This is an optimization exercise on Yosys and OpenROAD, whose aim is small area, a short achievable clock period and few clock cycles per item, not a production implementation. The RTL was checked by simulation tests, not by an equivalence proof against the original design.

// otsu_threshold
module otsu_threshold (
    input  wire        clk,
    input  wire        rst,         
    input  wire        in_valid,
    output wire        in_ready,
    input  wire [31:0] in_data,
    input  wire        in_last,     
    input  wire [1:0]  in_count,    
    output wire        out_valid,
    input  wire        out_ready,
    output wire [7:0]  out_level
);
Settings: LEC_CHECK=0, CAP_MARGIN=35, CORE_MARGIN=2, CORE_UTILIZATION=30, CTS_CLUSTER_DIAMETER=100, CTS_CLUSTER_SIZE=20, PLACE_DENSITY=0.45, SLEW_MARGIN=35; clock period 45.0 ns.
standard.sh (not shown) runs the stock make flow with config.mk's settings and CLKGATE_MAP_FILE= SYNTH_SCRIPT=/design/flow/synth_recipe.tcl, a recipe that flattens the netlist after the stock synthesis.
==> flow/flow/run.sh <==
#!/bin/bash
# The standard layout (standard.sh), with one change: the buffers that
# the flow puts on every input and output port are buf_4 cells rather than
# the flow's default pick (a slow delay buffer). Every port is still buffered.
# The flow's output goes to standard.log in this folder; ORFS's own logs stay
# under orfs/logs.
set -e
export BUFFER_PORTS_ARGS="-buffer_cell sky130_fd_sc_hd__buf_4"
bash standard.sh > standard.log 2>&1
The starting point finished with timing, DRC and antenna clean.
Testbench counts at the start, summed over its fixed seeds: cycles 49,038, images 64.
Next try:
--- a/flow/design.v
+++ b/flow/design.v
@@ -289,23 +289,23 @@
     wire        acc_fast = bzs | (~z5 & gt);
     wire        unsure   = ~bzs & ~z5 & ~gt & ~lt;
     wire        fdone    = (fph == 3'd7);
     wire        facc_ok  = ~facc[71];
     wire        fin_img  = mg5 & ((cand & ~unsure) | fdone);
     wire        fin_acc  = fdone ? facc_ok : acc_fast;
     wire [7:0]  fin_lvl  = fin_acc ? lv5 : lvs;
     assign      adv      = ~(fbusy & ~fdone) & ~(cand & unsure);
     reg  [2:0]  fph;            
     reg  [4:0]  fcnt;
     reg  [71:0] ft;
-    wire [71:0] facc = {d1, d0};
+    reg  [71:0] facc;
     wire [29:0] fa = a5;
     wire [21:0] fb = b5;
     wire [2:0]  fe = esh5 - 3'd3;   
     wire        fe_neg = fe[2];
     wire [1:0]  fe_mag = fe_neg ? (~fe[1:0] + 2'd1) : fe[1:0];
     wire [71:0] ft2    = {ft[70:0], 1'b0};
     reg         rdy_o, ov_o;
     wire        rdy_n = ~(accept | (w_valid & ~consume)) |
                         (~(fin_last | (scan & ~(rd_en & ~any_rest))) & ~(accept ? in_last : w_last));
     wire        ov_n  = fin_img | (ov & ~out_ready);
     always @(posedge clk) begin
@@ -443,44 +443,44 @@
             if (fin_img) begin
                 busy <= 1'b0;
                 bz   <= 2'b11;
                 lvl0 <= 8'd0;
                 lvl1 <= 8'd0;
                 tog  <= 1'b0;
             end
             case (fph)
                 3'd0: begin
                     fcnt <= 5'd21;
                     ft   <= 72'd0;
+                    facc <= 72'd0;
                 end
                 3'd1: begin                   
-                    {d1, d0} <= 72'd0;
                     ft <= ft2 + (fb[fcnt] ? {42'd0, ba} : 72'd0);
                     if (fcnt == 5'd0) begin
                         fph  <= 3'd2;
                         fcnt <= 5'd0;
                     end else
                         fcnt <= fcnt - 5'd1;
                 end
                 3'd2: begin                   
                     if (fe_neg && (fcnt[1:0] != fe_mag)) begin
                         ft   <= ft2;
                         fcnt <= fcnt + 5'd1;
                     end else begin
                         fph  <= 3'd3;
                         fcnt <= 5'd0;
                     end
                 end
                 3'd3: begin                   
                     if (ba[fcnt])
-                        {d1, d0} <= facc - ft;
+                        facc <= facc - ft;
                     ft <= ft2;
                     if (fcnt == 5'd29) begin
                         fph  <= 3'd4;
                         fcnt <= 5'd21;
                         ft   <= 72'd0;
                     end else
                         fcnt <= fcnt + 5'd1;
                 end
                 3'd4: begin                   
                     ft <= ft2 + (bb[fcnt] ? {42'd0, fa} : 72'd0);
                     if (fcnt == 5'd0) begin
@@ -492,23 +492,23 @@
                 3'd5: begin                   
                     if (~fe_neg && (fcnt[1:0] != fe_mag)) begin
                         ft   <= ft2;
                         fcnt <= fcnt + 5'd1;
                     end else begin
                         fph  <= 3'd6;
                         fcnt <= 5'd0;
                     end
                 end
                 3'd6: begin                   
                     if (fa[fcnt])
-                        {d1, d0} <= facc + ft;
+                        facc <= facc + ft;
                     ft <= ft2;
                     if (fcnt == 5'd29)
                         fph <= 3'd7;
                     else
                         fcnt <= fcnt + 5'd1;
                 end
                 3'd7: begin                   
                     if (facc_ok & ~mg5) begin
                         bz[st5] <= 1'b0;
                         if (st5) begin
                             ba1 <= a5; bm1 <= m5; bb1 <= b5; bn1 <= n5; bq1 <= q5; lvl1 <= lv5;
Effect:
- Now the flow finished with antenna violations left
- register-to-register slack gets worse by 210 ps
- sequential share of layout area is higher by 1.2 points
- routed wire length came out lower by 5.6%
- fmax fell by 3.3%
- design area came out lower by 1.5%
- worst hold slack improves by 9.3 ps
- worst setup slack loses 360 ps
- utilization came out lower by 0.15 points
- synthesized area went down by 1.0%
- clock-buffer cell count shrinks by 23
Testbench counts after the change, summed over its fixed seeds: cycles 49,038, images 64.


Another version of the RTL of otsu_threshold (not shown whole).
For scale: about 27000 cells after synthesis, about 3800 flip-flops, about 260000 um^2 of cells after synthesis.
==> flow/config.mk <==
export PLATFORM = sky130hd
export DESIGN_NAME = otsu_threshold
export DESIGN_NICKNAME = otsu_threshold
export VERILOG_FILES = /design/flow/design.v
export SDC_FILE = /design/flow/constraint.sdc
export NUM_CORES = 8
export LEC_CHECK = 0
export CAP_MARGIN = 35
export CORE_MARGIN = 2
export CORE_UTILIZATION = 30
export CTS_CLUSTER_DIAMETER = 100
export CTS_CLUSTER_SIZE = 20
export PLACE_DENSITY = 0.45
export SLEW_MARGIN = 35
==> flow/constraint.sdc <==
create_clock -name core_clock -period 45.0 [get_ports {clk}]
set_input_delay 9.0000 -clock core_clock [delete_from_list [all_inputs] [get_ports {clk}]]
set_output_delay 9.0000 -clock core_clock [all_outputs]
set_load 0.01 [all_outputs]
Scripts as last shown in full above: flow/flow/run.sh
Testbench counts at the start, summed over its fixed seeds: cycles 49,038, images 64.
Change:
--- a/flow/design.v
+++ b/flow/design.v
@@ -59,21 +59,18 @@
     reg  [19:0] sum;
     reg  [11:0] nps;            
     reg  [19:0] sums;
     wire [255:0]    nz;
     wire [256*11-1:0] binv;
     wire [255:0]    sel;
     wire [255:0]    cout;           
     wire [255:0]    bigv;
     reg  [15:0]     big_hi, big_lo;    
-    reg  [15:0]     cout_hi_r, cout_lo_r;  
-    wire [15:0]     eff_hi = big_hi | cout_hi_r;
-    wire [15:0]     eff_lo = big_lo | cout_lo_r;
     wire            rd_en;
     genvar gi;
     generate
         for (gi = 0; gi < 256; gi = gi + 1) begin : g_bin
             reg  [10:0] q;
             wire [3:0]  m = {hi3[gi >> 4] & lo3[gi & 15], hi2[gi >> 4] & lo2[gi & 15],
                              hi1[gi >> 4] & lo1[gi & 15], hi0[gi >> 4] & lo0[gi & 15]};
             wire        s0a = q[0] ^ m[0] ^ m[1];
             wire        c0a = (q[0] & m[0]) | (q[0] & m[1]) | (m[0] & m[1]);
@@ -83,26 +80,26 @@
             wire        c1  = (q[1] & c0a) | (q[1] & c0b) | (c0a & c0b);
             wire [11:2] cy;
             wire [10:2] sh;
             assign cy[2] = c1;
             genvar gb;
             for (gb = 2; gb < 11; gb = gb + 1) begin : g_ha
                 assign sh[gb]   = q[gb] ^ cy[gb];
                 assign cy[gb+1] = q[gb] & cy[gb];
             end
-            assign cout[gi] = cy[11];
+            assign cout[gi] = c1 & (&q[10:2]);    
             always @(posedge clk) begin
                 if (rst_r | (rd_en & sel[gi]))
                     q <= 11'd0;
                 else
                     q <= {sh, s1, s0b};
             end
-            assign bigv[gi] = eff_hi[gi >> 4] & eff_lo[gi & 15];
+            assign bigv[gi] = big_hi[gi >> 4] & big_lo[gi & 15];
             assign nz[gi] = (|q) | bigv[gi];
             assign binv[gi*11 +: 11] = q;
         end
     endgenerate
     wire [15:0] cout_hi, cout_lo;
     generate
         for (gi = 0; gi < 16; gi = gi + 1) begin : g_cout
             assign cout_hi[gi] = |cout[gi*16 +: 16];
             assign cout_lo[gi] = |{cout[240+gi], cout[224+gi], cout[208+gi], cout[192+gi],
@@ -148,23 +145,23 @@
     integer jj;
     always @(*) begin
         for (j = 0; j < 16; j = j + 1) begin
             gv = 11'd0;
             gx = 4'd0;
             gb = 1'b0;
             for (jj = 0; jj < 16; jj = jj + 1) begin
                 gv = gv | ({11{lsel[j*16+jj]}} & binv[(j*16+jj)*11 +: 11]);
                 gx = gx | ({4{lsel[j*16+jj]}} & jj[3:0]);
-                gb = gb | (lsel[j*16+jj] & eff_lo[jj]);
+                gb = gb | (lsel[j*16+jj] & big_lo[jj]);
             end
             gval[j*11 +: 11] = gv;
             gidx[j*4 +: 4]   = gx;
-            gbig[j]          = gb & eff_hi[j];
+            gbig[j]          = gb & big_hi[j];
         end
     end
     wire        any = |gnz;
     wire        any_rest = (|(gnz & gpre)) | (|(gsel & gmore));    
     reg  [10:0] rd_l;
     reg  [7:0]  rd_t;
     reg         rd_big;
     always @(*) begin
         rd_l   = 11'd0;
@@ -320,48 +317,41 @@
     always @(posedge clk) begin
         if (rst_r) begin
             w_valid <= 1'b0;
             w_last  <= 1'b0;
             scan    <= 1'b0;
             busy    <= 1'b0;
             fbusy   <= 1'b0;
             kv      <= 1'b0;
             big_hi  <= 16'd0;
-            big_lo  <= 16'd0;
-            cout_hi_r <= 16'd0;
-            cout_lo_r <= 16'd0;
             np      <= 12'd0;
             sum     <= 20'd0;
             v1 <= 1'b0; v2 <= 1'b0; v3 <= 1'b0; v4 <= 1'b0; v5 <= 1'b0;
             wb      <= 12'd0;
             dacc    <= 31'd0;
             bz      <= 2'b11;
             lvl0    <= 8'd0;
             lvl1    <= 8'd0;
             tog     <= 1'b0;
             mgp     <= 1'b0;
             fph     <= 3'd0;
         end else begin
             if (accept) begin
                 w_data <= in_data;
                 w_last <= in_last;
                 w_cnt  <= in_count;
             end
             w_valid <= accept | (w_valid & ~consume);
-            cout_hi_r <= cout_hi;
-            cout_lo_r <= cout_lo;
-            if (rd_en & rd_big) begin
+            if (cout_any) begin
+                big_hi <= cout_hi;
+                big_lo <= cout_lo;
+            end else if (rd_en & rd_big)
                 big_hi <= 16'd0;
-                big_lo <= 16'd0;
-            end else if (|cout_hi_r) begin
-                big_hi <= cout_hi_r;
-                big_lo <= cout_lo_r;
-            end
             if (fin_last) begin
                 np   <= 12'd0;
                 sum  <= 20'd0;
                 nps  <= np + {9'd0, npix};
                 sums <= sum + {10'd0, psum};
                 scan <= 1'b1;
                 busy <= 1'b1;
             end else if (consume) begin
                 np   <= np + {9'd0, npix};
Outcome: The new run completed, yet does not pass: antenna violations. Die area came out higher by 1.3%. Clock skew came out lower by 0.023 ns. Worst setup slack improved by 0.021 ns. Global-route usage came out higher by 0.38 points. Area after synthesis came out higher by about 1.3%. Final area came out higher by about 2%. Fmax is about the same. Cell count came out higher by 5.5%. Flip-flop and latch count came out lower by 32. Worst hold slack got worse by 0.029 ns.
Testbench counts after the change, summed over its fixed seeds: cycles 49,038, images 64.

==> separate check: timing with driven ports <==
How much do the figures lean on ideal ports? The routed layouts below were timed once more, with nothing changed but the port constraints.
Step 1: set_driving_cell puts a clkbuf_16 on clk and a buf_2 on each other input, an assumption about the parent block.
Step 2, shift: input delay + t, output delay - t, t = (earliest + latest rising clock arrival at the registers) / 2. This alone moves slack from input paths to output paths.
Slacks: no drivers / after step 1 / after step 2; pairs: no drivers / after step 1.
run	t, ns	setup slack, ns	pins driven straight from the clock port
the first run of note 1	1.180	34.425 / 34.280 / 33.954	1
the second run of note 1	1.224	34.066 / 33.926 / 34.203	1
the first run of note 2	1.199	34.433 / 34.292 / 33.923	1
the second run of note 2	1.187	34.454 / 34.308 / 33.992	1
The setup slack of the first run of note 2, which loses most, moves by -0.141 ns with the drivers and by -0.510 ns with both steps.
